Context: an optimization exercise on an open-source flow, tuned for small area, a short achievable clock period and few clock cycles per item. The choices shown serve that exercise and are no tape-out recipe. Where RTL was checked, it was by simulation tests only, not by an equivalence proof against the original. Function not checked in runs 1 to 4: the RTL went through the layout flow alone. Power figures rest on the tool's default switching activity, not on a simulated workload.

==> design.v <==
module glyph_rounder (
    input  wire       clk,
    input  wire       rst,         
    input  wire       in_valid,
    output wire       in_ready,
    input  wire [7:0] in_data,
    output wire       out_valid,
    input  wire       out_ready,
    output wire [7:0] out_data
);
    reg [7:0] a [0:8];
    reg [6:0] up;
    reg [2:0] kin;           
    reg [2:0] j;             
    reg       pend;          
    reg       pre;           
    reg       newrow;        
    reg       pv;            
    reg [2:0] pcr;
    reg [5:0] acc;
    reg       inv_a;         
    reg       inv_b;         
    reg [7:0] obuf, skid;
    reg       ov, sv;
    reg       rdy;
    assign in_ready  = rdy;
    assign out_valid = ov;
    assign out_data  = obuf;
    wire adv      = pend ? ~sv : pre;           
    wire consume  = pend & ~sv;
    wire do_lower = in_valid & rdy;
    wire complete = do_lower & (kin == 3'd7);
    wire cdone    = ~pend | (j == 3'd7);        
    wire [2:0] pc = a[0][0] + a[0][1] + a[0][2] + a[0][3] +
                    a[0][4] + a[0][5] + a[0][6];
    wire [2:0] pidx   = kin - {2'd0, newrow} - 3'd1;    
    wire       pfirst = (pidx == 3'd0);
    wire       plast  = pv & (pidx == 3'd7);
    wire [5:0] tot    = acc + {3'd0, pcr};
    wire       inv_c  = (tot > 6'd28);
    wire       cnew   = plast & (j == 3'd0);        
    wire       inv    = cnew ? inv_c : inv_a;
    wire [6:0] ctr = a[8][6:0];
    wire       top = (j == 3'd0);
    wire       bot = (j == 3'd7);
    wire [6:0] res0, res1;
    genvar gx;
    generate
        for (gx = 0; gx < 7; gx = gx + 1) begin : g_col
            wire l0 = (gx == 0) ? 1'b0 : ctr[(gx == 0) ? 0 : gx - 1];
            wire l1 = (gx == 0) ? 1'b1 : ctr[(gx == 0) ? 0 : gx - 1];
            wire r0 = (gx == 6) ? 1'b0 : ctr[(gx == 6) ? 6 : gx + 1];
            wire r1 = (gx == 6) ? 1'b1 : ctr[(gx == 6) ? 6 : gx + 1];
            wire u0 = top ? 1'b0 : up[gx];
            wire u1 = top ? 1'b1 : up[gx];
            wire d0 = bot ? 1'b0 : a[7][gx];
            wire d1 = bot ? 1'b1 : a[7][gx];
            wire c0 = (l0 ^ r0) & (u0 ^ d0);
            wire c1 = (l1 ^ r1) & (u1 ^ d1);
            assign res0[gx] = ctr[gx] & ~c0;
            assign res1[gx] = ctr[gx] | c1;
        end
    endgenerate
    wire [7:0] row_out = {a[8][7], inv ? res1 : res0};
    integer p;
    always @(posedge clk) begin
        if (do_lower)
            a[0] <= in_data;
        for (p = 1; p < 9; p = p + 1)
            if ((do_lower && p <= kin) || (adv && p > kin))
                a[p] <= a[p - 1];
        if (adv)
            up <= ctr;
        pcr <= pc;
        if (pv)
            acc <= pfirst ? {3'd0, pcr} : tot;
        if (plast && !(pend && top))
            inv_b <= inv_c;
        if (cnew)
            inv_a <= inv_c;
        else if (adv && cdone)
            inv_a <= plast ? inv_c : inv_b;
    end
    wire       take   = ov & out_ready;
    wire       ofree  = ~ov | take;
    wire [2:0] kin_n  = kin + {2'd0, do_lower};
    wire       pre_n  = (pre & ~(adv & cdone)) | complete;
    wire       pend_n = (adv & cdone) ? pre : pend;
    wire [2:0] j_n    = (adv & cdone) ? 3'd0 : j + {2'd0, adv};
    wire       sv_n   = ofree ? 1'b0 : (sv | consume);
    wire [2:0] kin_1  = kin + 3'd1;
    wire       pre_0  = pre & ~(adv & cdone);
    wire       pre_1  = pre_0 | (kin == 3'd7);
    wire       rdy_0  = ~pre_0 & (~pend_n | (kin   <= j_n)) | (pend_n ? ~sv_n : pre_0);
    wire       rdy_1  = ~pre_1 & (~pend_n | (kin_1 <= j_n)) | (pend_n ? ~sv_n : pre_1);
    wire       rdy_l  = rdy ? rdy_1 : rdy_0;
    wire       rdy_n0 = rdy_0;
    always @(posedge clk) begin
        if (ofree)
            obuf <= sv ? skid : row_out;
        else if (consume)
            skid <= row_out;
    end
    always @(posedge clk) begin
        if (rst) begin
            kin    <= 3'd0;
            j      <= 3'd0;
            pend   <= 1'b0;
            pre    <= 1'b0;
            newrow <= 1'b0;
            pv     <= 1'b0;
            ov     <= 1'b0;
            sv     <= 1'b0;
            rdy    <= 1'b1;
        end else begin
            kin    <= kin_n;
            j      <= j_n;
            pend   <= pend_n;
            pre    <= pre_n;
            newrow <= do_lower;
            pv     <= newrow;
            ov     <= ofree ? (sv | consume) : 1'b1;
            sv     <= sv_n;
            rdy    <= in_valid ? rdy_l : rdy_n0;
        end
    end
endmodule
==> run.sh <==
#!/bin/bash
# synth_recipe.tcl (not shown) runs the flow's synth.tcl, then flattens the netlist and writes it again
# the make line also repeats each setting of config.mk as NAME=value (left out here)
make -C /OpenROAD-flow-scripts/flow DESIGN_CONFIG=/design/flow/config.mk WORK_HOME=/design/flow/orfs CLKGATE_MAP_FILE= SYNTH_SCRIPT=/design/flow/synth_recipe.tcl finish
==> config.mk <==
export PLATFORM = sky130hd
export DESIGN_NAME = glyph_rounder
export DESIGN_NICKNAME = glyph_rounder
export VERILOG_FILES = /design/flow/design.v
export SDC_FILE = /design/flow/constraint.sdc
export NUM_CORES = 4
export LEC_CHECK = 0
export ABC_AREA = 1
export CAP_MARGIN = 20
export CORE_MARGIN = 2
export CORE_UTILIZATION = 40
export PLACE_DENSITY = 0.6
export SETUP_SLACK_MARGIN = 5.0
export SLEW_MARGIN = 20
==> constraint.sdc <==
create_clock -name core_clock -period 8.0 [get_ports {clk}]
set_input_delay 1.6000 -clock core_clock [delete_from_list [all_inputs] [get_ports {clk}]]
set_output_delay 1.6000 -clock core_clock [all_outputs]
set_load 0.01 [all_outputs]
==> results of run 1 <==
==> per-stage QoR <==
step	hold slack (ps)	setup WS (ps)	instance area [um2]	power (mW)	std cells
6_report	414	5080	6110	1.56	631
5_1_grt	418	4970	6110	1.62	631
4_1_cts	416	4980	6070	1.58	628
3_5_place_dp	405	4280	5460	0.823	595
3_3_place_gp	402	4350	5460	0.821	595
2_1_floorplan	400	5100	5080	0.794	410
==> state kept, by name, indices dropped and copies added, names as in the netlist <==
name	cells
a	72
pre	1
obuf	8
skid	8
up	7
acc	6
rdy	1
newrow	1
sv	1
ov	1
j	3
pcr	3
pv	1
pend	1
inv_a	1
kin	3
inv_b	1
==> kinds of logic (layout without fill, tap and decap cells) <==
kind of cell,count (synthesis),after routing,synth area share
AND/OR/NAND/NOR,154,154,0.140
multiplexers,1,1,0.00222
AO/OA/AOI/OAI,46,46,0.0569
buffers and inverters,57,106,0.0451
flip-flops,119,119,0.672
XOR/XNOR,9,9,0.0170
adder cells (fa/ha/maj),24,24,0.0666
==> cells in the final DEF, fill, tap and decap left out, types with 2 or more instances in the layout <==
cell type                         Yosys  layout
sky130_fd_sc_hd__a21boi_1             3       3
sky130_fd_sc_hd__a21oi_1              6       5
sky130_fd_sc_hd__a21oi_2              2       2
sky130_fd_sc_hd__a31o_2               4       4
sky130_fd_sc_hd__and2_1               5       5
sky130_fd_sc_hd__buf_4                1       4
sky130_fd_sc_hd__bufinv_16            0       3
sky130_fd_sc_hd__clkbuf_1             3       2
sky130_fd_sc_hd__clkbuf_16            0      17
sky130_fd_sc_hd__clkdlybuf4s50_1      0      21
sky130_fd_sc_hd__clkinv_1             2       4
sky130_fd_sc_hd__clkinv_2             0       2
sky130_fd_sc_hd__clkinvlp_4           0       6
sky130_fd_sc_hd__dfxtp_1             16      16
sky130_fd_sc_hd__edfxtp_1           103     103
sky130_fd_sc_hd__fa_1                 5       5
sky130_fd_sc_hd__ha_1                19      19
sky130_fd_sc_hd__inv_1               41      39
sky130_fd_sc_hd__inv_2                6       6
sky130_fd_sc_hd__nand2_1             76      76
sky130_fd_sc_hd__nand3_1             24      24
sky130_fd_sc_hd__nand3_2              3       3
sky130_fd_sc_hd__nand4_1             13      13
sky130_fd_sc_hd__nor2_1              21      21
sky130_fd_sc_hd__nor3_1               4       3
sky130_fd_sc_hd__nor3_2               1       2
sky130_fd_sc_hd__o21ai_0             15       9
sky130_fd_sc_hd__o21ai_1              0       4
sky130_fd_sc_hd__o21ai_2              0       2
sky130_fd_sc_hd__o22ai_1              9       9
sky130_fd_sc_hd__xor2_1               7       7
==> per-layer routing <==
| metal | share of wire | global-route usage |
|---|---|---|
| met5 | 0 | 0 |
| met4 | 0.023 | 0.0675 |
| met3 | 0.039 | 0.0529 |
| met2 | 0.51 | 0.233 |
| met1 | 0.43 | 0.160 |
==> power by group through the flow <==
| stage | Clock (mW) | Combinational (mW) | Sequential [mW] |
|---|---|---|---|
| 2_1_floorplan | 0 | 0.0759 | 0.718 |
| 3_3_place_gp | 0 | 0.0999 | 0.721 |
| 3_5_place_dp | 0 | 0.101 | 0.722 |
| 4_1_cts | 0.763 | 0.104 | 0.709 |
| 5_1_grt | 0.788 | 0.122 | 0.712 |
| 6_report | 0.748 | 0.103 | 0.709 |
==> final timing paths <==
kind             end  depth (start not counted)     start
max          a[5][3]                          5  in_valid
min          a[3][2]                          0   a[2][2]
max reg2reg      rdy                         13        sv
min reg2reg  a[3][2]                          0   a[2][2]
==> area by class of cell <==
cell class | instances | area [um2] | area share
sequential | 119 | 3410 | 0.559
timing repair buffer | 25 | 240 | 0.0393
clock buffer | 19 | 433 | 0.0709
multi-input combinational | 234 | 1460 | 0.239
clock inverter | 13 | 155 | 0.0254
inverter | 49 | 191 | 0.0314
tap | 172 | 215 | 0.0352
==> Yosys cell counts, types with 2 or more instances <==
library cell	n
sky130_fd_sc_hd__edfxtp_1	103
sky130_fd_sc_hd__a21oi_2	2
sky130_fd_sc_hd__clkinv_1	2
sky130_fd_sc_hd__nand2_1	76
sky130_fd_sc_hd__nor3_1	4
sky130_fd_sc_hd__inv_1	41
sky130_fd_sc_hd__buf_2	3
sky130_fd_sc_hd__fa_1	5
sky130_fd_sc_hd__nand3_2	3
sky130_fd_sc_hd__clkbuf_1	3
sky130_fd_sc_hd__xor2_1	7
sky130_fd_sc_hd__nand3_1	24
sky130_fd_sc_hd__a21boi_1	3
sky130_fd_sc_hd__inv_2	6
sky130_fd_sc_hd__a21oi_1	6
sky130_fd_sc_hd__a31o_2	4
sky130_fd_sc_hd__o22ai_1	9
sky130_fd_sc_hd__and2_1	5
sky130_fd_sc_hd__o21ai_0	15
sky130_fd_sc_hd__nor2_1	21
sky130_fd_sc_hd__ha_1	19
sky130_fd_sc_hd__dfxtp_1	16
sky130_fd_sc_hd__nand4_1	13
==> repair_timing <==
action	4_1_cts	5_1_grt
buffers inserted	1	3
resized for setup	11	2
endpoints found under the setup margin	65	27
==> results.toml, run 1 <==
[run_status]
status = "timing/DRC/antenna clean"

[clocking]
post_cts_hold_buffer_count = 0
number_of_clock_sinks_seen_by_cts = 119
worstSkewPairLatency_ps = 410
cts_tree = "done"
cts_inserted_buffers = 17
ctsLongestPathBuffers = 2
root_buffer = "sky130_fd_sc_hd__clkbuf_16"
clkTransAtPathRegs_ps = 50
clock_tree.htree_level_count = 4

[setup_path]
criticalPathCategory = "in2reg"
slowest_stage = "sky130_fd_sc_hd__clkdlybuf4s50_1"
peak_fanout_along_the_critical_path = 10
critical_path.n_buffers_inverters = 2
critical_path_arrival_ps = 2960
critical-path-top-delay-family = "buffers and inverters"
cell_by_cell_listing_of_the_critical_path = "clkdlybuf4s50_1 > nand2_1 > clkinvlp_4 > nand2_1 > o21ai_1"
critPathLaunchType = "input pin"
required_ps = 8040
cpMostUsedCell = "sky130_fd_sc_hd__nand2_1"
timing.reg2reg.setup_slack_ps = 5250
endpoint_kind = "flop"
critical-path-max-stage-delay_ps = 460

[final_layout]
diodes = 0
fillcell_total = 1136
drive_above_1_share = 0.133
finish.utilization = 0.488
num-nets-final = 482
areaGrowthSynthToFinish_pct = 20.3

[pwr]
p_sw_frac = 0.213
leakagePower_nw = 2.31
seqPwrFrac = 0.455
irDropWorstVdd_v = 0.000208
power.share.combinational = 0.066
intPower_mw = 1.23
clock_power_share = 0.479
power-per-cell-area_nw_per_um2 = 255
p_sw_mw = 0.332

[sta]
timing_worst_slew_pin_value_ps = 685
setup_tns_ps = 0
fmax_mhz = 343
slew_limit_headroom = 0.540
finClkSkew_ps = 4.19
post-route-period-util = 0.365
setup_viol = 0
rsz0062_at_grt = "true"
finalMaxSlewViolations = 0
timing.final.hold_violations = 0
post_layout_min_period_ps = 2920

[global_routing]
first_global_vias = 3015
grt_util_all_layers = 0.140
grt_max_degree = 22
antenna_violations_before_repair = 0
grt_pass1_wl_um = 14100
globalRoute.totalOverflow = 0

[yosys]
netlist_instances = 410
syn_area_per_cell_um2 = 12.4
post_synthesis_async_set_or_reset_flop_share = 0
count_of_different_cell_masters_after_synthesis = 43
seq_area_frac_synth = 0.672
ff_latch_count_synth = 119
synth-main-ff-cell = "sky130_fd_sc_hd__edfxtp_1"
yosys-top-cells-area = "sky130_fd_sc_hd__edfxtp_1, sky130_fd_sc_hd__dfxtp_1, sky130_fd_sc_hd__nand2_1"
top_cell_type_by_total_area_after_synthesis = "sky130_fd_sc_hd__edfxtp_1"
share_of_the_synthesized_area_in_the_top_cell_type = 0.609
number_of_synthesized_flops_with_an_enable_pin = 103
synthesized_cell_area_um2 = 5080
postSynthNetCount = 446
synth.yosys.warnings = 2

[drt]
dr_total_vias = 3015
route.final.wire_length_um = 8310
detail_route.wl_per_cell_um = 13.2
drtIter0Drc = 185
dr.pass1.iters = 4
detail-route-antenna-nets = 0
drcViolationCount = 0
avgViaCountPerCell = 4.78

[floorplanning]
design.core.area_um2 = 12500
die_height_um = 117
i_o_pin_count = 22
rows = 41
dieArea_um2 = 13600
floorplan.die.width_um = 117
initial_core_util = 0.406

[placed_design]
gp_routability_congestion = 0.741
place.detailed.hpwl_um = 5730
io_buffers = 21

[worst_hold_path]
hp-class = "reg2reg"

[flow_run]
number_of_max_cap_violations = 0
==> run 2, diff against run 1 <==
--- a/config.mk
+++ b/config.mk
@@ -7,3 +7,2 @@
 export LEC_CHECK = 0
-export ABC_AREA = 1
 export CAP_MARGIN = 20
@@ -12,3 +11,2 @@
 export PLACE_DENSITY = 0.6
-export SETUP_SLACK_MARGIN = 5.0
 export SLEW_MARGIN = 20
==> results.toml, run 2 <==
[run_status]
status = "timing/DRC/antenna clean"

[final_layout]
num-nets-final = 441
drive_above_1_share = 0.115
diodes = 0
areaGrowthSynthToFinish_pct = 17.4
design_area_um2 = 6100
final_common_cell = "sky130_fd_sc_hd__edfxtp_1"
fillcell_total = 1114
layout_top_registers = "a x72, obuf x8, skid x8"
largest-register = "a"
largest_register_ff_count = 72
final_cell_mix = "sky130_fd_sc_hd__edfxtp_1, sky130_fd_sc_hd__a21oi_1, sky130_fd_sc_hd__nor2_1, sky130_fd_sc_hd__nand2_1, sky130_fd_sc_hd__clkdlybuf4s50_1"

[yosys]
synth-xor-area-share = 0.0217
yosys-mux-area-fraction = 0.0272
synth.most_common_cell = "sky130_fd_sc_hd__edfxtp_1"
count_of_different_cell_masters_after_synthesis = 53
syn_area_per_cell_um2 = 13.8
synthesized_cell_area_um2 = 5200
synth-main-ff-cell = "sky130_fd_sc_hd__edfxtp_1"
share_of_the_synthesized_area_in_the_top_cell_type = 0.595
synth.cells.most_frequent = "sky130_fd_sc_hd__edfxtp_1, sky130_fd_sc_hd__a21oi_1, sky130_fd_sc_hd__nand2_1, sky130_fd_sc_hd__nor2_1, sky130_fd_sc_hd__inv_1"
synth_compound_area_frac = 0.107
seq_area_frac_synth = 0.657
netlist_instances = 376
synth.yosys.warnings = 2
top_cell_type_by_total_area_after_synthesis = "sky130_fd_sc_hd__edfxtp_1"
postSynthNetCount = 412
yosys-top-cells-area = "sky130_fd_sc_hd__edfxtp_1, sky130_fd_sc_hd__dfxtp_1, sky130_fd_sc_hd__ha_1"
post_synth_and_or_nand_nor_area_fraction = 0.0927
synth_top_family_by_area = "compound AO/OA/AOI/OAI gates"
post_synthesis_async_set_or_reset_flop_share = 0
ff_latch_count_synth = 119
number_of_synthesized_flops_with_an_enable_pin = 103
synth_fa_ha_area_frac = 0.0669

[setup_path]
worst_setup_path_startpoint = "sv"
endpoint_kind = "flop"
reg2reg_from = "sv"
timing.reg2reg.setup_slack_ps = 4330
reg2regPathDepth = 13
critical-path-top-delay-family = "adder cells"
cell_by_cell_listing_of_the_critical_path = "nand2_1 > o21ai_1 > inv_1 > ha_1 > ha_1 > nand2_1 > ha_1 > nor2b_1 > o21a_1 > o22ai_1 > a22oi_1 > maj3_1 > nand2_1"
required_ps = 8350
slowest_stage = "sky130_fd_sc_hd__dfxtp_1"
peak_fanout_along_the_critical_path = 18
critical_path_arrival_ps = 4020
criticalPathCategory = "reg2reg"
regToRegEndpoint = "rdy"
critical-path-max-stage-delay_ps = 750
critPathLaunchType = "flop"
worst_setup_path_endpoint = "rdy"
critical_path.n_buffers_inverters = 1
worstSetupPathDepth = 13

[floorplanning]
initial_core_util = 0.410
rows = 41
die_height_um = 118
i_o_pin_count = 22
floorplan.die.width_um = 118
design.core.area_um2 = 12700
dieArea_um2 = 13900

[drt]
drtIter0Drc = 171
route.final.wire_length_um = 8790
detail_route.wl_per_cell_um = 14.9
dr_total_vias = 2999
drcViolationCount = 0
avgViaCountPerCell = 5.08
detail-route-antenna-nets = 0
dr.pass1.iters = 4

[placed_design]
place_area_um2 = 5560
place.detailed.hpwl_um = 6270
gp_routability_congestion = 0.801
io_buffers = 21

[sta]
finClkSkew_ps = 5.46
post-route-period-util = 0.458
slew_limit_headroom = 0.432
setup_viol = 0
timing.hold.ws_ps = 415
timing.final.hold_violations = 0
fmax_mhz = 273
rsz0062_at_grt = "false"
timing_worst_slew_pin_value_ps = 828
finalMaxSlewViolations = 0
post_layout_min_period_ps = 3670
setup_tns_ps = 0

[clocking]
ctsLongestPathBuffers = 2
clock_tree.htree_level_count = 4
worstSkewPairLatency_ps = 410
cts_setup_buffers = 0
cts_inserted_buffers = 17
number_of_clock_sinks_seen_by_cts = 119
root_buffer = "sky130_fd_sc_hd__clkbuf_16"
clkTransAtPathRegs_ps = 60
cts_tree = "done"
cts_resized = 0
post_cts_hold_buffer_count = 0

[pwr]
leakagePower_nw = 2.20
p_total_mw = 1.50
intPower_mw = 1.15
seqPwrFrac = 0.472
clock_power_share = 0.458
p_sw_mw = 0.350
p_sw_frac = 0.234
irDropWorstVdd_v = 0.000186
power-per-cell-area_nw_per_um2 = 245
power.share.combinational = 0.070

[global_routing]
groute.layer.met1.usage = 0.157
grt_pass1_wl_um = 15000
first_global_vias = 3136
grt_util_all_layers = 0.140
globalRoute.totalOverflow = 0
grtUsageMet3 = 0.0441
grt_max_degree = 19
grt_use_met2 = 0.234
grt-busiest-layer = "met2"
antenna_violations_before_repair = 0

[flow_run]
number_of_max_cap_violations = 0

[worst_hold_path]
hp-class = "reg2reg"
==> run 2: cell count changes after synthesis, sizes merged, moves of 6 or more <==
cell and delta:
nand2 -54, inv -27, nand3 -22, a21oi +18, nand4 -13, mux2i +7
nor2b +7, xnor2 +7, a21o +6, nor4 +6
==> run 2: power groups by stage <==
stage               clock, mW  combinational [mW]  sequential, mW
floorplan                   0              0.0789           0.715
global placement            0               0.101           0.718
detailed placement          0               0.105           0.719
CTS                     0.702               0.106           0.706
global route            0.734               0.120           0.708
finish                  0.686               0.104           0.706
==> run 2: through the flow <==
| stage | worst slack (ps) | std cells | util |
|---|---|---|---|
| floorplan | 4960 | 376 | - |
| detailed placement | 4220 | 558 | 0.438 |
| CTS | 4350 | 590 | 0.481 |
| global route | 4010 | 590 | 0.482 |
| global placement | 4340 | 558 | 0.438 |
| finish | 4330 | 590 | 0.482 |
==> run 2: logic make-up after synthesis <==
| logic type | Yosys count |
|---|---|
| xor+xnor | 12 |
| flops | 119 |
| fa+ha+maj | 25 |
| compound gates | 84 |
| simple gates | 92 |
| buf+inv | 31 |
| mux | 13 |
==> run 2: worst min path at each step <==
| stage | slack (ps) | cells past startpoint | start | end |
|---|---|---|---|---|
| after floorplan | 400 | 0 | a[0][7] | a[1][7] |
| after global placement | 400 | 0 | a[3][6] | a[4][6] |
| after detailed placement | 400 | 0 | a[1][0] | a[2][0] |
| after CTS | 420 | 0 | a[2][7] | a[3][7] |
| after global routing | 420 | 0 | a[2][5] | a[3][5] |
| final | 420 | 0 | a[2][7] | a[3][7] |
==> run 2: layout make-up <==
type                    count  area (um2)  area share
flip-flops and latches    119        3410       0.559
multi-input cells         226        1650       0.270
clock buffers              18         429      0.0703
well taps                 172         215      0.0353
repair buffers             21         210      0.0344
clock inverters            14         115      0.0189
inverters                  20        75.1      0.0123
==> run 2: worst register-to-register path, delay by kind of cell, from the launching register on <==
| kind | cells | cell delay, ps |
|---|---|---|
| AOI/OAI and AO/OA | 4 | 740 |
| DFF | 1 | 750 |
| buffers and inverters | 1 | 430 |
| and+or+nand+nor | 4 | 380 |
| adders and majority gates | 4 | 1290 |
==> run 2: layer usage <==
layer,vias to the layer above,wire length [um]
li1,1473,-
met1,1458,3840
met2,51,4490
met3,17,269
met4,0,184
met5,-,0
==> run 3, diff against run 2 <==
--- a/config.mk
+++ b/config.mk
@@ -7,2 +7,3 @@
 export LEC_CHECK = 0
+export ABC_AREA = 1
 export CAP_MARGIN = 20
@@ -10,3 +11,5 @@
 export CORE_UTILIZATION = 40
+export CTS_BUF_LIST = sky130_fd_sc_hd__clkbuf_4
 export PLACE_DENSITY = 0.6
+export SETUP_SLACK_MARGIN = 5.0
 export SLEW_MARGIN = 20
==> results.toml, run 3 <==
[run_status]
status = "timing/DRC/antenna clean"

[setup_path]
critical_path_arrival_ps = 3090
reg2regPathDepth = 13
required_ps = 8140
worstSetupPathDepth = 3
regToRegEndpoint = "rdy"
reg2reg_from = "sv"
endpoint_kind = "flop"
peak_fanout_along_the_critical_path = 8
critical-path-max-stage-delay_ps = 840
slowest_stage = "sky130_fd_sc_hd__o21ai_0"
cell_by_cell_listing_of_the_critical_path = "clkdlybuf4s50_1 > nand2_1 > o21ai_0"
criticalPathCategory = "in2reg"
timing.reg2reg.setup_slack_ps = 5240
worst_setup_path_startpoint = "in_valid"
critical-path-top-delay-family = "compound AO/OA/AOI/OAI gates"
critical_path.n_buffers_inverters = 1
worst_setup_path_endpoint = "a[3][7]"
critPathLaunchType = "input pin"

[yosys]
syn_area_per_cell_um2 = 12.4
synth-main-ff-cell = "sky130_fd_sc_hd__edfxtp_1"
synthesized_cell_area_um2 = 5080
seq_area_frac_synth = 0.672
top_cell_type_by_total_area_after_synthesis = "sky130_fd_sc_hd__edfxtp_1"
number_of_synthesized_flops_with_an_enable_pin = 103
ff_latch_count_synth = 119
count_of_different_cell_masters_after_synthesis = 43
synth.cells.most_frequent = "sky130_fd_sc_hd__edfxtp_1, sky130_fd_sc_hd__nand2_1, sky130_fd_sc_hd__inv_1, sky130_fd_sc_hd__nand3_1, sky130_fd_sc_hd__nor2_1"
share_of_the_synthesized_area_in_the_top_cell_type = 0.609
synth.most_common_cell = "sky130_fd_sc_hd__edfxtp_1"
postSynthNetCount = 446
netlist_instances = 410
synth.yosys.warnings = 2
post_synthesis_async_set_or_reset_flop_share = 0
yosys-top-cells-area = "sky130_fd_sc_hd__edfxtp_1, sky130_fd_sc_hd__dfxtp_1, sky130_fd_sc_hd__nand2_1"

[placed_design]
pre_cts_ws_ps = 4280
gp_routability_congestion = 0.741
numPlacedInstances = 595
place.detailed.hpwl_um = 5730
io_buffers = 21
place_area_um2 = 5460

[clocking]
worstSkewPairLatency_ps = 510
number_of_clock_sinks_seen_by_cts = 119
cts_inserted_buffers = 17
root_buffer = "sky130_fd_sc_hd__clkbuf_4"
clock_tree.htree_level_count = 4
cts_tree = "done"
clkTransAtPathRegs_ps = 110
ctsLongestPathBuffers = 2
post_cts_hold_buffer_count = 0

[floorplanning]
floorplan.die.width_um = 117
initial_core_util = 0.406
die_height_um = 117
design.core.area_um2 = 12500
i_o_pin_count = 22
rows = 41
dieArea_um2 = 13600

[global_routing]
globalRoute.totalOverflow = 0
antenna_violations_before_repair = 0
grt_max_degree = 22
grt_util_all_layers = 0.138
first_global_vias = 2978
grt_pass1_wl_um = 14000

[drt]
dr_total_vias = 3024
avgViaCountPerCell = 4.80
drtIter0Drc = 188
detail_route.wl_per_cell_um = 13.1
drcViolationCount = 0
detail-route-antenna-nets = 0
route.final.wire_length_um = 8270
dr.pass1.iters = 4

[flow_run]
number_of_max_cap_violations = 0

[final_layout]
design_area_um2 = 5780
largest_register_ff_count = 72
finish.utilization = 0.462
num-nets-final = 481
diodes = 0
drive_above_1_share = 0.133
layout_top_registers = "a x72, obuf x8, skid x8"
fillcell_total = 1175
areaGrowthSynthToFinish_pct = 13.8
final_cell_mix = "sky130_fd_sc_hd__edfxtp_1, sky130_fd_sc_hd__nand2_1, sky130_fd_sc_hd__inv_1"
final_common_cell = "sky130_fd_sc_hd__edfxtp_1"
stdcell_count = 630
largest-register = "a"

[pwr]
power.share.combinational = 0.080
p_total_mw = 1.25
leakagePower_nw = 2.19
intPower_mw = 0.958
p_sw_frac = 0.232
seqPwrFrac = 0.567
p_sw_mw = 0.290
power-per-cell-area_nw_per_um2 = 216
clock_power_share = 0.354
irDropWorstVdd_v = 0.000195

[sta]
finalMaxSlewViolations = 0
post-route-period-util = 0.369
setup_viol = 0
timing.final.hold_violations = 0
rsz0062_at_grt = "true"
timing.hold.ws_ps = 419
final_worst_path_setup_slack_ps = 5050
finClkSkew_ps = 11.1
slew_limit_headroom = 0.339
setup_tns_ps = 0
fmax_mhz = 339
post_layout_min_period_ps = 2950
timing_worst_slew_pin_value_ps = 981

[worst_hold_path]
hp-class = "reg2reg"
min-delay-start = "a[2][2]"
run 3: cell count changes after synthesis, moves of 13 or more:
cell	previous run	this run
sky130_fd_sc_hd__a21oi_1	26	6
sky130_fd_sc_hd__inv_1	20	41
sky130_fd_sc_hd__nand2_1	24	76
sky130_fd_sc_hd__nand3_1	5	24
sky130_fd_sc_hd__nand4_1	0	13
run 3: timing repair:
action	in CTS	in global routing
endpoints found under the setup margin	43	9
resized for setup	15	2
hold endpoints to repair	0	0
buffers inserted	1	0
cloned	0	0
run 3: cell type report:
type / count / area (um2) / area share
multi-input combinational: 234 / 1440 / 0.250
timing repair buffer: 24 / 215 / 0.0373
inverter: 49 / 191 / 0.0331
clock buffer: 19 / 143 / 0.0247
sequential: 119 / 3410 / 0.591
clock inverter: 13 / 155 / 0.0269
tap: 172 / 215 / 0.0373
run 3: kinds of logic (layout without fill, tap and decap cells):
kind of cell,after synthesis,after routing,synth area share
compound gates,46,46,0.0569
xor+xnor,9,9,0.0170
fa+ha+maj,24,24,0.0666
buf+inv,57,105,0.0451
flops,119,119,0.672
mux,1,1,0.00222
simple gates,154,154,0.140
run 3: worst min-delay path by stage:
stage              end  slack (ps)  cells after the start
3_5_place_dp   a[2][5]         400                      0
2_1_floorplan  a[1][7]         400                      0
4_1_cts        a[3][2]         420                      0
3_3_place_gp   a[4][4]         400                      0
5_1_grt        a[3][5]         430                      0
6_report       a[3][2]         420                      0
run 3: per-layer routing:
layer,track usage,share of wire,wire length [um]
met2,0.236,0.51,4230
met5,0,0,0
met4,0.0667,0.019,159
met3,0.0451,0.036,299
met1,0.158,0.43,3580
run 3: worst register-to-register path: cells and delay by family (launching register included):
kind	cells	cell delay [ps]
adders and majority gates	3	730
AOI/OAI and AO/OA	3	680
DFF	1	470
and+or+nand+nor	5	440
buffers and inverters	1	230
xor gates and xnor gates	1	170
run 3: power groups by stage:
stage               combinational (mW)  sequential [mW]  clock (mW)
floorplan                       0.0759            0.718           0
global placement                0.0999            0.721           0
detailed placement               0.101            0.722           0
CTS                              0.102            0.708       0.459
global route                     0.119            0.711       0.481
finish                          0.0992            0.707       0.442
==> run 4, diff against run 3 <==
==> flow/run.sh (new file) <==
#!/bin/bash
# Standard layout, with the port buffers made of sky130_fd_sc_hd__buf_2
# instead of the cell buffer_ports picks by default.  Make's output goes to
# flow_make.log; each ORFS step keeps its own log under orfs/logs/.
set -euo pipefail
bash standard.sh finish \
    "BUFFER_PORTS_ARGS=-buffer_cell sky130_fd_sc_hd__buf_2" > flow_make.log 2>&1
==> standard.sh (new file) <==
#!/bin/bash
# synth_recipe.tcl (not shown) runs the flow's synth.tcl, then flattens the netlist and writes it again
# the make line also repeats each setting of config.mk as NAME=value (left out here)
make -C /OpenROAD-flow-scripts/flow DESIGN_CONFIG=/design/flow/config.mk WORK_HOME=/design/flow/orfs CLKGATE_MAP_FILE= SYNTH_SCRIPT=/design/flow/synth_recipe.tcl "${@:-finish}"
removed: run.sh
==> results.toml, run 4 <==
[sta]
setup_viol = 0
setup_tns_ps = 0
timing.final.hold_violations = 0
finalMaxSlewViolations = 0
slew_limit_headroom = 0.294
post_layout_min_period_ps = 2740
rsz0062_at_grt = "false"
post-route-period-util = 0.342
timing_worst_slew_pin_value_ps = 1050
timing.hold.ws_ps = 412
fmax_mhz = 365
finClkSkew_ps = 14.5

[yosys]
synth-xor-area-share = 0.0170
synth.most_common_cell = "sky130_fd_sc_hd__edfxtp_1"
synth_top_family_by_area = "simple AND/OR/NAND/NOR gates"
seq_area_frac_synth = 0.672
syn_area_per_cell_um2 = 12.4
postSynthNetCount = 446
yosys-top-cells-area = "sky130_fd_sc_hd__edfxtp_1, sky130_fd_sc_hd__dfxtp_1, sky130_fd_sc_hd__nand2_1"
number_of_synthesized_flops_with_an_enable_pin = 103
share_of_the_synthesized_area_in_the_top_cell_type = 0.609
post_synthesis_async_set_or_reset_flop_share = 0
count_of_different_cell_masters_after_synthesis = 43
synth.yosys.warnings = 2
ff_latch_count_synth = 119
synth_compound_area_frac = 0.0569
post_synth_and_or_nand_nor_area_fraction = 0.140
netlist_instances = 410
yosys-mux-area-fraction = 0.00222
top_cell_type_by_total_area_after_synthesis = "sky130_fd_sc_hd__edfxtp_1"
synthesized_cell_area_um2 = 5080
synth.cells.most_frequent = "sky130_fd_sc_hd__edfxtp_1, sky130_fd_sc_hd__nand2_1, sky130_fd_sc_hd__inv_1, sky130_fd_sc_hd__nand3_1, sky130_fd_sc_hd__nor2_1"
synth-main-ff-cell = "sky130_fd_sc_hd__edfxtp_1"
synth_fa_ha_area_frac = 0.0666

[floorplanning]
initial_core_util = 0.406
rows = 41
design.core.area_um2 = 12500
floorplan.die.width_um = 117
die_height_um = 117
i_o_pin_count = 22
dieArea_um2 = 13600

[clocking]
root_buffer = "sky130_fd_sc_hd__clkbuf_4"
ctsLongestPathBuffers = 2
cts_inserted_buffers = 17
clkTransAtPathRegs_ps = 110
number_of_clock_sinks_seen_by_cts = 119
cts_tree = "done"
clock_tree.htree_level_count = 4
post_cts_hold_buffer_count = 0
worstSkewPairLatency_ps = 520

[global_routing]
groute.layer.met1.usage = 0.152
grt-busiest-layer = "met2"
first_global_vias = 2989
antenna_violations_before_repair = 0
grt_util_all_layers = 0.132
grtUsageMet3 = 0.0529
grt_pass1_wl_um = 13500
grt_use_met2 = 0.226
grt_max_degree = 22
globalRoute.totalOverflow = 0

[placed_design]
place.detailed.hpwl_um = 5590
numPlacedInstances = 595
io_buffers = 21
gp_routability_congestion = 0.786

[final_layout]
largest_register_ff_count = 72
fillcell_total = 1164
layout_top_registers = "a x72, obuf x8, skid x8"
num-nets-final = 479
final_common_cell = "sky130_fd_sc_hd__edfxtp_1"
diodes = 0
finish.utilization = 0.451
stdcell_count = 628
largest-register = "a"
areaGrowthSynthToFinish_pct = 11.2
drive_above_1_share = 0.169
final_cell_mix = "sky130_fd_sc_hd__edfxtp_1, sky130_fd_sc_hd__nand2_1, sky130_fd_sc_hd__inv_1"

[setup_path]
worst_setup_path_endpoint = "a[1][0]"
endpoint_kind = "flop"
required_ps = 8150
worst_setup_path_startpoint = "in_valid"
timing.reg2reg.setup_slack_ps = 5290
peak_fanout_along_the_critical_path = 14
regToRegEndpoint = "rdy"
reg2reg_from = "pend"
reg2regPathDepth = 13
criticalPathCategory = "in2reg"
critPathLaunchType = "input pin"
critical_path_arrival_ps = 2890

[pwr]
leakagePower_nw = 2.16
p_total_mw = 1.22
power-per-cell-area_nw_per_um2 = 216
irDropWorstVdd_v = 0.000146

[worst_hold_path]
min-delay-start = "a[1][7]"
hp-class = "reg2reg"

[drt]
route.final.wire_length_um = 7970
detail-route-antenna-nets = 0
drtIter0Drc = 195
drcViolationCount = 0
avgViaCountPerCell = 4.73
dr.pass1.iters = 4
detail_route.wl_per_cell_um = 12.7
dr_total_vias = 2968

[run_status]
status = "timing/DRC/antenna clean"

[flow_run]
number_of_max_cap_violations = 0
run 4: cell counts after synthesis:
Identical to the previous run, type by type.
run 4: routing by layer:
| layer | vias up | part of all wire |
|---|---|---|
| met1 | 1401 | 0.44 |
| met3 | 13 | 0.032 |
| met2 | 40 | 0.51 |
| met5 | - | 0 |
| li1 | 1514 | - |
| met4 | 0 | 0.017 |
run 4: worst min-delay path by stage:
stage                     endpoint  slack [ps]  cells after the start
after floorplan            a[1][7]         400                      0
after global placement     a[5][5]         400                      0
after detailed placement   a[2][2]         400                      0
after CTS                  a[2][7]         420                      0
after global routing       a[2][5]         420                      0
final                      a[2][7]         410                      0
run 4: cells by family after synthesis:
family,after synthesis
buf+inv,57
fa+ha+maj,24
flops,119
mux,1
compound gates,46
simple gates,154
xor+xnor,9
run 4: layout make-up:
class	instances	area, um2	area share
flip-flops and latches	119	3410	0.605
multi-input cells	234	1430	0.254
well taps	172	215	0.0381
inverters	49	188	0.0332
clock inverters	15	155	0.0275
clock buffers	17	128	0.0226
repair buffers	22	113	0.0199
run 4: repair_timing:
action / CTS / global route
endpoints found under the setup margin: 1 / 1
setup buffers: 1 / 0
gates resized for setup: 1 / 1
run 4: worst max-delay path, cell delays in order:
cell and delay (ps):
sky130_fd_sc_hd__buf_2 70, sky130_fd_sc_hd__nand2_1 150, sky130_fd_sc_hd__inv_1 430, sky130_fd_sc_hd__nor2_1 100, sky130_fd_sc_hd__a21oi_1 540
run 4: through the flow:
step                worst slack [ps]  area [um2]
finish                          5260        5650
global route                    5110        5650
CTS                             5140        5650
detailed placement              4700        5350
global placement                4750        5350
floorplan                       5100        5080
run 4: where the power goes:
part / internal, mW / switching [mW] / total [mW] / leakage, nW
Clock: 0.186 / 0.232 / 0.417 / 0.140
Combinational: 0.0388 / 0.0575 / 0.0963 / 0.938
Sequential: 0.695 / 0.0124 / 0.707 / 1.08
Total: 0.919 / 0.302 / 1.22 / 2.16
==> run 5, diff against run 4 <==
--- a/design.v
+++ b/design.v
@@ -35,5 +35,3 @@
                     a[0][4] + a[0][5] + a[0][6];
-    wire [2:0] pidx   = kin - {2'd0, newrow} - 3'd1;    
-    wire       pfirst = (pidx == 3'd0);
-    wire       plast  = pv & (pidx == 3'd7);
+    wire       plast  = pv & (newrow ? (kin == 3'd1) : (kin == 3'd0));
     wire [5:0] tot    = acc + {3'd0, pcr};
@@ -64,8 +62,17 @@
     wire [7:0] row_out = {a[8][7], inv ? res1 : res0};
+    wire [8:0] lo_m, up_m, en;
+    genvar gp;
+    generate
+        for (gp = 0; gp < 9; gp = gp + 1) begin : g_en
+            assign lo_m[gp] = rdy & (gp <= kin);
+            assign up_m[gp] = adv & (gp > kin);
+            assign en[gp]   = (in_valid & lo_m[gp]) | up_m[gp];
+        end
+    endgenerate
     integer p;
     always @(posedge clk) begin
-        if (do_lower)
+        if (en[0])
             a[0] <= in_data;
         for (p = 1; p < 9; p = p + 1)
-            if ((do_lower && p <= kin) || (adv && p > kin))
+            if (en[p])
                 a[p] <= a[p - 1];
@@ -74,4 +81,2 @@
         pcr <= pc;
-        if (pv)
-            acc <= pfirst ? {3'd0, pcr} : tot;
         if (plast && !(pend && top))
@@ -95,4 +100,2 @@
     wire       rdy_1  = ~pre_1 & (~pend_n | (kin_1 <= j_n)) | (pend_n ? ~sv_n : pre_1);
-    wire       rdy_l  = rdy ? rdy_1 : rdy_0;
-    wire       rdy_n0 = rdy_0;
     always @(posedge clk) begin
@@ -111,2 +114,3 @@
             pv     <= 1'b0;
+            acc    <= 6'd0;
             ov     <= 1'b0;
@@ -121,5 +125,9 @@
             pv     <= newrow;
+            if (plast)
+                acc <= 6'd0;
+            else if (pv)
+                acc <= tot;
             ov     <= ofree ? (sv | consume) : 1'b1;
             sv     <= sv_n;
-            rdy    <= in_valid ? rdy_l : rdy_n0;
+            rdy    <= (in_valid & rdy) ? rdy_1 : rdy_0;
         end
==> results.toml, run 5 <==
[pwr]
clock_power_share = 0.384
seqPwrFrac = 0.555
p_sw_mw = 0.291
leakagePower_nw = 2.19
power-per-cell-area_nw_per_um2 = 224
power.share.combinational = 0.061
p_sw_frac = 0.231
irDropWorstVdd_v = 0.000157
p_total_mw = 1.26
intPower_mw = 0.969

[final_layout]
largest_register_ff_count = 72
drive_above_1_share = 0.170
final_common_cell = "sky130_fd_sc_hd__edfxtp_1"
stdcell_count = 627
areaGrowthSynthToFinish_pct = 12.0
largest-register = "a"
layout_top_registers = "a x72, obuf x8, skid x8"
num-nets-final = 479
diodes = 0
final_cell_mix = "sky130_fd_sc_hd__edfxtp_1, sky130_fd_sc_hd__nand2_1, sky130_fd_sc_hd__inv_1"

[placed_design]
place.detailed.hpwl_um = 5810
io_buffers = 21
gp_routability_congestion = 0.810
pre_cts_ws_ps = 4710
numPlacedInstances = 593

[drt]
detail-route-antenna-nets = 0
drcViolationCount = 0
route.final.wire_length_um = 8000
drtIter0Drc = 125
dr_total_vias = 3005
dr.pass1.iters = 4
avgViaCountPerCell = 4.79
detail_route.wl_per_cell_um = 12.8

[setup_path]
endpoint_kind = "flop"
critPathLaunchType = "flop"
cell_by_cell_listing_of_the_critical_path = "nor2_1 > a21oi_2 > clkinvlp_4 > ha_1 > ha_1 > xor2_1 > nand2_1 > ha_1 > nand2_1 > nor2_1 > a211oi_1 > o221ai_1 > nand2_1"
critical_path_arrival_ps = 3190
critical_path.n_buffers_inverters = 1
peak_fanout_along_the_critical_path = 12
critical-path-top-delay-family = "adder cells"
criticalPathCategory = "reg2reg"
slowest_stage = "sky130_fd_sc_hd__dfxtp_1"
required_ps = 8450
critical-path-max-stage-delay_ps = 570

[yosys]
syn_area_per_cell_um2 = 12.2
netlist_instances = 412
synth.cells.most_frequent = "sky130_fd_sc_hd__edfxtp_1, sky130_fd_sc_hd__nand2_1, sky130_fd_sc_hd__inv_1, sky130_fd_sc_hd__nand3_1"
synthesized_cell_area_um2 = 5030
yosys-top-cells-area = "sky130_fd_sc_hd__edfxtp_1, sky130_fd_sc_hd__dfxtp_1, sky130_fd_sc_hd__nand2_1"
share_of_the_synthesized_area_in_the_top_cell_type = 0.579
count_of_different_cell_masters_after_synthesis = 38
top_cell_type_by_total_area_after_synthesis = "sky130_fd_sc_hd__edfxtp_1"
number_of_synthesized_flops_with_an_enable_pin = 97
synth-main-ff-cell = "sky130_fd_sc_hd__edfxtp_1"
postSynthNetCount = 445
ff_latch_count_synth = 119
synth.most_common_cell = "sky130_fd_sc_hd__edfxtp_1"
post_synthesis_async_set_or_reset_flop_share = 0
synth.yosys.warnings = 2
seq_area_frac_synth = 0.667

[global_routing]
antenna_violations_before_repair = 0
grt_max_degree = 17
first_global_vias = 3100
grt_pass1_wl_um = 13700
globalRoute.totalOverflow = 0
grt_util_all_layers = 0.134

[clocking]
worstSkewPairLatency_ps = 510
clock_tree.htree_level_count = 4
clkTransAtPathRegs_ps = 100
cts_tree = "done"
root_buffer = "sky130_fd_sc_hd__clkbuf_4"
cts_inserted_buffers = 17
number_of_clock_sinks_seen_by_cts = 119
post_cts_hold_buffer_count = 0
ctsLongestPathBuffers = 2

[sta]
post-route-period-util = 0.343
slew_limit_headroom = 0.302
post_layout_min_period_ps = 2740
finalMaxSlewViolations = 0
finClkSkew_ps = 15.2
fmax_mhz = 365
setup_tns_ps = 0
setup_viol = 0
final_worst_path_setup_slack_ps = 5260
timing_worst_slew_pin_value_ps = 1040
timing.final.hold_violations = 0
rsz0062_at_grt = "false"

[run_status]
status = "timing/DRC/antenna clean"

[floorplanning]
design.core.area_um2 = 12200
rows = 40
floorplan.die.width_um = 116
initial_core_util = 0.414
die_height_um = 116
dieArea_um2 = 13500
i_o_pin_count = 22

[flow_run]
number_of_max_cap_violations = 0

[worst_hold_path]
hp-class = "reg2reg"
[run 5: cells by family after synthesis]
family | after synthesis | share of synthesized area
AO/OA/AOI/OAI | 49 | 0.0604
XOR/XNOR | 9 | 0.0157
adder cells (fa/ha/maj) | 21 | 0.0597
buffers and inverters | 55 | 0.0470
flip-flops | 119 | 0.666
multiplexers | 1 | 0.00224
AND/OR/NAND/NOR | 158 | 0.148
[run 5: power by group through the flow]
stage	logic [mW]	registers, mW	clock network [mW]
3_5_place_dp	0.0777	0.714	0
5_1_grt	0.0917	0.702	0.523
4_1_cts	0.0789	0.700	0.497
2_1_floorplan	0.0591	0.710	0
3_3_place_gp	0.0761	0.713	0
6_report	0.0774	0.699	0.483
[run 5: cell type report]
cell class              count  area, um2
repair buffers             22        113
flip-flops and latches    119       3350
repair inverters            1       5.00
clock buffers              17        128
clock inverters            15        199
fillers                  1106       6530
inverters                  47        180
well taps                 168        210
multi-input cells         238       1450
[run 5: per-layer routing]
metal,wire (um),GRT usage
met2,4030,0.235
met1,3570,0.153
met3,247,0.0420
met4,157,0.0532
met5,0,0
[run 5: timing repair]
action,in CTS,in global routing
resized for setup,2,0
buffers inserted,1,0
setup endpoints to repair,1,0
[run 5: stage by stage]
step                hold slack (ps)   util  area (um2)
floorplan                       400      -        5030
global placement                403  0.435        5290
detailed placement              405  0.435        5290
CTS                             430  0.463        5630
global route                    434  0.463        5630
finish                          428  0.463        5630
[run 5: worst paths after layout]
kind	from	endpoint	slack (ps)	depth (start not counted)
setup / recovery	sv	rdy	5260	13
setup reg to reg	sv	rdy	5260	13
hold / removal	a[4][4]	a[5][4]	430	0
hold reg to reg	a[4][4]	a[5][4]	430	0
Testbench counts of run 5, summed over its fixed seeds: cycles 25,680, items 3,200.
==> run 6, diff against run 5 <==
--- a/flow/run.sh
+++ b/flow/run.sh
@@ -6,2 +6,2 @@
 bash standard.sh finish \
-    "BUFFER_PORTS_ARGS=-buffer_cell sky130_fd_sc_hd__buf_2" > flow_make.log 2>&1
+    "BUFFER_PORTS_ARGS=-buffer_cell sky130_fd_sc_hd__buf_2" SETUP_SLACK_MARGIN=5.6 > flow_make.log 2>&1
==> results.toml, run 6 <==
[clocking]
post_cts_hold_buffer_count = 0
clkTransAtPathRegs_ps = 110
cts_inserted_buffers = 17
worstSkewPairLatency_ps = 490
clock_tree.htree_level_count = 4
ctsLongestPathBuffers = 2
cts_tree = "done"
number_of_clock_sinks_seen_by_cts = 119
root_buffer = "sky130_fd_sc_hd__clkbuf_4"

[global_routing]
grt_max_degree = 22
grtUsageMet3 = 0.0415
groute.layer.met1.usage = 0.157
first_global_vias = 3079
grt_use_met2 = 0.236
grt_pass1_wl_um = 14000
grt_util_all_layers = 0.137
grt-busiest-layer = "met2"
antenna_violations_before_repair = 0
globalRoute.totalOverflow = 0

[pwr]
irDropWorstVdd_v = 0.000210
leakagePower_nw = 2.21
power-per-cell-area_nw_per_um2 = 208

[final_layout]
final_cell_mix = "sky130_fd_sc_hd__edfxtp_1, sky130_fd_sc_hd__nand2_1, sky130_fd_sc_hd__inv_1"
num-nets-final = 485
areaGrowthSynthToFinish_pct = 13.4
layout_top_registers = "a x72, obuf x8, skid x8"
largest-register = "a"
diodes = 0
design_area_um2 = 5710
final_common_cell = "sky130_fd_sc_hd__edfxtp_1"
drive_above_1_share = 0.204
largest_register_ff_count = 72

[setup_path]
endpoint_kind = "output pin"
slowest_stage = "sky130_fd_sc_hd__edfxtp_1"
critical-path-top-delay-family = "flip-flops"
cell_by_cell_listing_of_the_critical_path = "buf_2"
regToRegEndpoint = "rdy"
critical_path_arrival_ps = 1050
criticalPathCategory = "reg2out"
critPathLaunchType = "flop"
peak_fanout_along_the_critical_path = 1
reg2regPathDepth = 14
critical_path.n_buffers_inverters = 1
critical-path-max-stage-delay_ps = 400
required_ps = 6400
timing.reg2reg.setup_slack_ps = 5540
reg2reg_from = "pend"

[yosys]
post_synthesis_async_set_or_reset_flop_share = 0
syn_area_per_cell_um2 = 12.2
synth.yosys.warnings = 2
share_of_the_synthesized_area_in_the_top_cell_type = 0.579
postSynthNetCount = 445
count_of_different_cell_masters_after_synthesis = 38
ff_latch_count_synth = 119
number_of_synthesized_flops_with_an_enable_pin = 97
seq_area_frac_synth = 0.667
yosys-top-cells-area = "sky130_fd_sc_hd__edfxtp_1, sky130_fd_sc_hd__dfxtp_1, sky130_fd_sc_hd__nand2_1"
top_cell_type_by_total_area_after_synthesis = "sky130_fd_sc_hd__edfxtp_1"
synth-main-ff-cell = "sky130_fd_sc_hd__edfxtp_1"
netlist_instances = 412
synthesized_cell_area_um2 = 5030
synth.most_common_cell = "sky130_fd_sc_hd__edfxtp_1"
synth.cells.most_frequent = "sky130_fd_sc_hd__edfxtp_1, sky130_fd_sc_hd__nand2_1, sky130_fd_sc_hd__inv_1, sky130_fd_sc_hd__nand3_1"

[sta]
setup_tns_ps = 0
slew_limit_headroom = 0.524
timing_worst_slew_pin_value_ps = 710
post-route-period-util = 0.331
post_layout_min_period_ps = 2650
setup_viol = 0
fmax_mhz = 378
timing.final.hold_violations = 0
finalMaxSlewViolations = 0
rsz0062_at_grt = "true"
finClkSkew_ps = 15.2

[floorplanning]
floorplan.die.width_um = 116
initial_core_util = 0.414
rows = 40
i_o_pin_count = 22
die_height_um = 116
dieArea_um2 = 13500
design.core.area_um2 = 12200

[drt]
avgViaCountPerCell = 4.83
route.final.wire_length_um = 8320
detail-route-antenna-nets = 0
drcViolationCount = 0
drtIter0Drc = 263
dr.pass1.iters = 4
detail_route.wl_per_cell_um = 13.1
dr_total_vias = 3057

[placed_design]
place_area_um2 = 5340
io_buffers = 21
place.detailed.hpwl_um = 5930
gp_routability_congestion = 0.795

[worst_hold_path]
hp-class = "reg2reg"
hold-path-endpoint = "a[3][5]"
min-delay-start = "a[2][5]"
holdPathStages = 0

[run_status]
status = "timing/DRC/antenna clean"

[flow_run]
number_of_max_cap_violations = 0
## run 6: cell counts after synthesis
Identical to the previous run, type by type.
## run 6: stage by stage
step | total power [mW] | cells | hold slack (ps) | util | setup slack, ps
after floorplan | 0.770 | 412 | 400 | - | 5490
after global placement | 0.790 | 593 | 401 | 0.439 | 5210
after detailed placement | 0.792 | 593 | 405 | 0.439 | 5130
after CTS | 1.20 | 626 | 428 | 0.464 | 5300
after global routing | 1.24 | 633 | 437 | 0.469 | 5290
final | 1.19 | 633 | 425 | 0.469 | 5350
## run 6: logic make-up (layout without fill, tap and decap cells)
group	count (synthesis)	after routing	share of synthesized area
multiplexers	1	1	0.00224
XOR/XNOR	9	9	0.0157
AO/OA/AOI/OAI	49	49	0.0604
AND/OR/NAND/NOR	158	158	0.148
flip-flops	119	119	0.666
buffers and inverters	55	108	0.0470
adder cells (fa/ha/maj)	21	21	0.0597
## run 6: what timing repair did
item | CTS | global route
setup buffers | 1 | 6
endpoints found under the setup margin | 12 | 12
pin swaps | 1 | 0
cloned | 0 | 1
resized for setup | 9 | 5
## run 6: area by class of cell
| class | instances | area [um2] |
|---|---|---|
| inverters | 47 | 184 |
| clock buffers | 18 | 135 |
| repair inverters | 1 | 5.00 |
| fillers | 1147 | 6450 |
| multi-input cells | 238 | 1500 |
| clock inverters | 14 | 135 |
| flip-flops and latches | 119 | 3360 |
| repair buffers | 28 | 170 |
| well taps | 168 | 210 |
## run 6: worst max-delay path by stage
stage                  start     endpoint  cells past startpoint
floorplan           in_valid      a[4][0]                      2
global placement    in_valid      a[4][0]                      5
detailed placement        sv          rdy                     13
CTS                  obuf[6]  out_data[6]                      1
global route         obuf[6]  out_data[6]                      1
finish               obuf[6]  out_data[6]                      1
## run 6: where the power goes
group          internal, mW  leakage (nW)  switching, mW
combinational        0.0327         0.996         0.0460
sequential            0.686          1.08         0.0126
clock                 0.185         0.140          0.223
total                 0.904          2.21          0.282
## run 6: layer usage
metal  vias to the layer above  part of all wire
met1                      1466              0.43
met3                        18             0.032
met4                         0             0.025
met5                         -                 0
met2                        43              0.51
li1                       1530                 -
==> run 7, diff against run 6 <==
--- a/config.mk
+++ b/config.mk
@@ -11,3 +11,5 @@
 export CORE_UTILIZATION = 40
-export CTS_BUF_LIST = sky130_fd_sc_hd__clkbuf_4
+export CTS_BUF_LIST = sky130_fd_sc_hd__clkbuf_16
+export CTS_CLUSTER_DIAMETER = 100
+export CTS_CLUSTER_SIZE = 40
 export PLACE_DENSITY = 0.6
==> results.toml, run 7 <==
[setup_path]
criticalPathCategory = "reg2out"
critical_path_arrival_ps = 950
regToRegEndpoint = "pcr[1]"
critical-path-top-delay-family = "flip-flops"
critical_path.n_buffers_inverters = 1
endpoint_kind = "output pin"
worstSetupPathDepth = 1
cell_by_cell_listing_of_the_critical_path = "buf_2"
timing.reg2reg.setup_slack_ps = 5590
required_ps = 6400
reg2regPathDepth = 8
peak_fanout_along_the_critical_path = 1
reg2reg_from = "a[0][3]"
slowest_stage = "sky130_fd_sc_hd__edfxtp_1"
critical-path-max-stage-delay_ps = 390
critPathLaunchType = "flop"

[sta]
final_worst_path_setup_slack_ps = 5450
post_layout_min_period_ps = 2550
timing.final.hold_violations = 0
finClkSkew_ps = 5.40
fmax_mhz = 393
setup_tns_ps = 0
setup_viol = 0
rsz0062_at_grt = "true"
post-route-period-util = 0.318
finalMaxSlewViolations = 0
slew_limit_headroom = 0.550
timing_worst_slew_pin_value_ps = 671

[worst_hold_path]
min-delay-start = "a[6][5]"
holdPathStages = 0
hp-class = "reg2reg"
hold-path-endpoint = "a[7][5]"

[global_routing]
first_global_vias = 3139
grt_max_degree = 22
grt_use_met2 = 0.249
grt-busiest-layer = "met2"
grt_util_all_layers = 0.143
groute.layer.met1.usage = 0.159
globalRoute.totalOverflow = 0
grtUsageMet3 = 0.0509
antenna_violations_before_repair = 0
grt_pass1_wl_um = 14500

[yosys]
top_cell_type_by_total_area_after_synthesis = "sky130_fd_sc_hd__edfxtp_1"
synth.yosys.warnings = 2
postSynthNetCount = 445
share_of_the_synthesized_area_in_the_top_cell_type = 0.579
ff_latch_count_synth = 119
number_of_synthesized_flops_with_an_enable_pin = 97
synth.most_common_cell = "sky130_fd_sc_hd__edfxtp_1"
count_of_different_cell_masters_after_synthesis = 38
synthesized_cell_area_um2 = 5030
seq_area_frac_synth = 0.667
synth.cells.most_frequent = "sky130_fd_sc_hd__edfxtp_1, sky130_fd_sc_hd__nand2_1, sky130_fd_sc_hd__inv_1, sky130_fd_sc_hd__nand3_1"
post_synthesis_async_set_or_reset_flop_share = 0
yosys-top-cells-area = "sky130_fd_sc_hd__edfxtp_1, sky130_fd_sc_hd__dfxtp_1, sky130_fd_sc_hd__nand2_1"
synth-main-ff-cell = "sky130_fd_sc_hd__edfxtp_1"
netlist_instances = 412
syn_area_per_cell_um2 = 12.2

[pwr]
power-per-cell-area_nw_per_um2 = 246
irDropWorstVdd_v = 0.000134
leakagePower_nw = 2.38
p_total_mw = 1.49

[final_layout]
num-nets-final = 492
diodes = 0
stdcell_count = 640
areaGrowthSynthToFinish_pct = 20.7
largest_register_ff_count = 72
final_common_cell = "sky130_fd_sc_hd__edfxtp_1"
fillcell_total = 1101
largest-register = "a"
final_cell_mix = "sky130_fd_sc_hd__edfxtp_1, sky130_fd_sc_hd__nand2_1, sky130_fd_sc_hd__inv_1"
drive_above_1_share = 0.220
layout_top_registers = "a x72, obuf x8, skid x8"

[clocking]
post_cts_hold_buffer_count = 0
cts_inserted_buffers = 17
cts_tree = "done"
number_of_clock_sinks_seen_by_cts = 119
clkTransAtPathRegs_ps = 50
worstSkewPairLatency_ps = 410
root_buffer = "sky130_fd_sc_hd__clkbuf_16"
clock_tree.htree_level_count = 4
ctsLongestPathBuffers = 2

[placed_design]
numPlacedInstances = 593
pre_cts_ws_ps = 5130
gp_routability_congestion = 0.795
io_buffers = 21
place.detailed.hpwl_um = 5930

[drt]
detail-route-antenna-nets = 0
dr.pass1.iters = 4
dr_total_vias = 3129
drtIter0Drc = 250
avgViaCountPerCell = 4.89
detail_route.wl_per_cell_um = 13.5
route.final.wire_length_um = 8660
drcViolationCount = 0

[floorplanning]
die_height_um = 116
i_o_pin_count = 22
rows = 40
design.core.area_um2 = 12200
initial_core_util = 0.414
dieArea_um2 = 13500
floorplan.die.width_um = 116

[run_status]
status = "timing/DRC/antenna clean"

[flow_run]
number_of_max_cap_violations = 0
[run 7: cell counts after synthesis]
Identical to the previous run, type by type.
[run 7: cell families after synthesis]
| group | after synthesis | share of synthesized area |
|---|---|---|
| buffers and inverters | 55 | 0.0470 |
| AOI/OAI and AO/OA | 49 | 0.0604 |
| xor gates and xnor gates | 9 | 0.0157 |
| adders and majority gates | 21 | 0.0597 |
| and+or+nand+nor | 158 | 0.148 |
| muxes | 1 | 0.00224 |
| DFF | 119 | 0.666 |
[run 7: worst max-delay path by stage]
stage | slack (ps) | endpoint | start
global placement | 5210 | a[4][0] | in_valid
floorplan | 5490 | a[4][0] | in_valid
global route | 5420 | rdy | pend
CTS | 5430 | out_data[6] | obuf[6]
finish | 5450 | out_data[6] | obuf[6]
detailed placement | 5130 | rdy | sv
[run 7: area by class of cell]
type	instances	area [um2]	share of cell area
flip-flops and latches	119	3360	0.554
repair inverters	1	5.00	0.000824
clock inverters	15	139	0.0229
inverters	47	184	0.0303
well taps	168	210	0.0346
multi-input cells	238	1520	0.251
repair buffers	35	223	0.0367
clock buffers	17	425	0.0701
[run 7: stage by stage]
stage               hold WS [ps]  cell area [um2]   util
floorplan                    400             5090      -
global placement             401             5340  0.439
detailed placement           405             5340  0.439
CTS                          418             5940  0.489
global route                 422             6070  0.499
finish                       416             6070  0.499
[run 7: power breakdown]
group / internal (mW) / switching (mW) / total, mW / leakage [nW]
clock network: 0.452 / 0.263 / 0.715 / 0.272
registers: 0.688 / 0.0127 / 0.700 / 1.08
logic: 0.0330 / 0.0464 / 0.0794 / 1.03
[run 7: repair_timing]
action | 4_1_cts | 5_1_grt
buffers inserted | 2 | 12
setup endpoints to repair | 12 | 28
pin swaps | 1 | 2
gates cloned | 0 | 1
gates resized for setup | 9 | 8
[run 7: metal layers]
metal	part of all wire	up-vias	wire [um]
li1	-	1544	-
met1	0.41	1514	3590
met2	0.53	57	4550
met3	0.043	14	369
met4	0.017	0	151
met5	0	-	0
==> run 8, diff against run 7 <==
--- a/config.mk
+++ b/config.mk
@@ -11,5 +11,5 @@
 export CORE_UTILIZATION = 40
-export CTS_BUF_LIST = sky130_fd_sc_hd__clkbuf_16
+export CTS_BUF_LIST = sky130_fd_sc_hd__clkbuf_8
 export CTS_CLUSTER_DIAMETER = 100
-export CTS_CLUSTER_SIZE = 40
+export CTS_CLUSTER_SIZE = 30
 export PLACE_DENSITY = 0.6
==> results.toml, run 8 <==
[yosys]
ff_latch_count_synth = 119
synthesized_cell_area_um2 = 5030
postSynthNetCount = 445
netlist_instances = 412
count_of_different_cell_masters_after_synthesis = 38
seq_area_frac_synth = 0.667
synth.most_common_cell = "sky130_fd_sc_hd__edfxtp_1"
top_cell_type_by_total_area_after_synthesis = "sky130_fd_sc_hd__edfxtp_1"
post_synthesis_async_set_or_reset_flop_share = 0
synth.cells.most_frequent = "sky130_fd_sc_hd__edfxtp_1, sky130_fd_sc_hd__nand2_1, sky130_fd_sc_hd__inv_1, sky130_fd_sc_hd__nand3_1"
number_of_synthesized_flops_with_an_enable_pin = 97
yosys-top-cells-area = "sky130_fd_sc_hd__edfxtp_1, sky130_fd_sc_hd__dfxtp_1, sky130_fd_sc_hd__nand2_1"
synth.yosys.warnings = 2
syn_area_per_cell_um2 = 12.2
share_of_the_synthesized_area_in_the_top_cell_type = 0.579
synth-main-ff-cell = "sky130_fd_sc_hd__edfxtp_1"

[sta]
timing.hold.ws_ps = 419
post_layout_min_period_ps = 2560
rsz0062_at_grt = "true"
slew_limit_headroom = 0.527
finalMaxSlewViolations = 0
fmax_mhz = 390
timing.final.hold_violations = 0
finClkSkew_ps = 10.2
final_worst_path_setup_slack_ps = 5440
setup_viol = 0
setup_tns_ps = 0
post-route-period-util = 0.320
timing_worst_slew_pin_value_ps = 707

[final_layout]
final_cell_mix = "sky130_fd_sc_hd__edfxtp_1, sky130_fd_sc_hd__nand2_1, sky130_fd_sc_hd__inv_1"
areaGrowthSynthToFinish_pct = 16.1
diodes = 0
num-nets-final = 489
fillcell_total = 1125
stdcell_count = 637
design_area_um2 = 5840
largest_register_ff_count = 72
drive_above_1_share = 0.209
largest-register = "a"
final_common_cell = "sky130_fd_sc_hd__edfxtp_1"
finish.utilization = 0.480
layout_top_registers = "a x72, obuf x8, skid x8"

[setup_path]
timing.reg2reg.setup_slack_ps = 5590
peak_fanout_along_the_critical_path = 1
critPathLaunchType = "flop"
critical_path_arrival_ps = 960
critical_path.n_buffers_inverters = 1
slowest_stage = "sky130_fd_sc_hd__edfxtp_1"
worstSetupPathDepth = 1
required_ps = 6400
reg2regPathDepth = 8
criticalPathCategory = "reg2out"
endpoint_kind = "output pin"
critical-path-top-delay-family = "flip-flops"
critical-path-max-stage-delay_ps = 390
cell_by_cell_listing_of_the_critical_path = "buf_2"

[clocking]
cts_tree = "done"
worstSkewPairLatency_ps = 420
cts_inserted_buffers = 17
clkTransAtPathRegs_ps = 70
number_of_clock_sinks_seen_by_cts = 119
clock_tree.htree_level_count = 4
post_cts_hold_buffer_count = 0
ctsLongestPathBuffers = 2
root_buffer = "sky130_fd_sc_hd__clkbuf_8"

[drt]
dr_total_vias = 3094
detail_route.wl_per_cell_um = 13.4
dr.pass1.iters = 4
drcViolationCount = 0
detail-route-antenna-nets = 0
drtIter0Drc = 223
route.final.wire_length_um = 8540
avgViaCountPerCell = 4.86

[floorplanning]
initial_core_util = 0.414
design.core.area_um2 = 12200
rows = 40
i_o_pin_count = 22
floorplan.die.width_um = 116
dieArea_um2 = 13500
die_height_um = 116

[placed_design]
io_buffers = 21
gp_routability_congestion = 0.795
place_area_um2 = 5340
numPlacedInstances = 593
place.detailed.hpwl_um = 5930
pre_cts_ws_ps = 5130

[global_routing]
grt_pass1_wl_um = 14200
grt_util_all_layers = 0.141
globalRoute.totalOverflow = 0
first_global_vias = 3109
grt_max_degree = 22
antenna_violations_before_repair = 0

[pwr]
leakagePower_nw = 2.28
power-per-cell-area_nw_per_um2 = 220
p_total_mw = 1.29
irDropWorstVdd_v = 0.000169

[flow_run]
number_of_max_cap_violations = 0

[worst_hold_path]
hp-class = "reg2reg"
holdPathStages = 0

[run_status]
status = "timing/DRC/antenna clean"
## run 8: kinds of logic (layout without fill, tap and decap cells)
kind of cell / after synthesis / in the layout / synth area share
muxes: 1 / 1 / 0.00224
adders and majority gates: 21 / 21 / 0.0597
AOI/OAI and AO/OA: 49 / 49 / 0.0604
DFF: 119 / 119 / 0.666
and+or+nand+nor: 158 / 158 / 0.148
buffers and inverters: 55 / 112 / 0.0470
xor gates and xnor gates: 9 / 9 / 0.0157
## run 8: final timing paths
check | endpoint | start
worst max-delay path | out_data[6] | obuf[6]
worst max register to register | pcr[1] | a[0][3]
worst min register to register | a[3][4] | a[2][4]
worst min-delay path | a[3][4] | a[2][4]
## run 8: layout make-up
cell class | count | area [um2] | share of cell area
repair buffers | 32 | 200 | 0.0343
repair inverters | 1 | 5.00 | 0.000857
flip-flops and latches | 119 | 3360 | 0.575
well taps | 168 | 210 | 0.0360
multi-input cells | 238 | 1510 | 0.258
clock inverters | 15 | 139 | 0.0238
clock buffers | 17 | 234 | 0.0401
inverters | 47 | 184 | 0.0315
## run 8: repair_timing
item / 4_1_cts / 5_1_grt
cloned: 0 / 1
setup endpoints to repair: 12 / 20
setup buffers: 2 / 9
resized for setup: 9 / 5
pin swaps: 1 / 2
## run 8: layer usage
layer,track usage,wire (um),up-vias
met5,0,0,-
met4,0.0659,128,0
met3,0.0477,299,10
met2,0.244,4460,46
met1,0.156,3650,1504
li1,-,-,1534
## run 8: report_power, final
part | internal (mW) | leakage (nW) | switching [mW]
Clock | 0.271 | 0.185 | 0.236
Sequential | 0.687 | 1.08 | 0.0125
Combinational | 0.0329 | 1.01 | 0.0464
Total | 0.991 | 2.28 | 0.294

re-timing with driven ports:
No port has a modelled driver above. Below, the same layouts with a new extraction and two added sets of constraints.
Step 1 (the two cells are an assumption about what drives the block):
set clk [get_ports {clk}]
set_driving_cell -lib_cell sky130_fd_sc_hd__clkbuf_16 $clk
set_driving_cell -lib_cell sky130_fd_sc_hd__buf_2 [delete_from_list [all_inputs] $clk]
Step 2, shift: input delay + t, output delay - t, t = (earliest + latest rising clock arrival at the registers) / 2. This alone moves slack from input paths to output paths.
Three values: ideal, step 1, step 2; two values: the first two.
run	t (ns)	setup slack, ns	worst setup path at the end
run 1	0.448	5.082 / 5.047 / 4.652	input to register
run 2	0.441	4.334 / 4.334 / 4.334	register to register
run 3	0.540	5.048 / 5.059 / 4.519	input to register
run 4	0.544	5.262 / 5.271 / 4.728	input to register
run 5	0.528	5.257 / 5.257 / 4.757	input to register
run 6	0.516	5.352 / 5.321 / 5.186	input to register
run 7	0.438	5.452 / 5.417 / 5.257	input to register
run 8	0.448	5.439 / 5.406 / 5.198	input to register
After both steps every run listed still meets setup and hold. For run 4, which loses most, drivers alone change the setup slack by +0.009 ns; drivers and shift together by -0.534 ns.
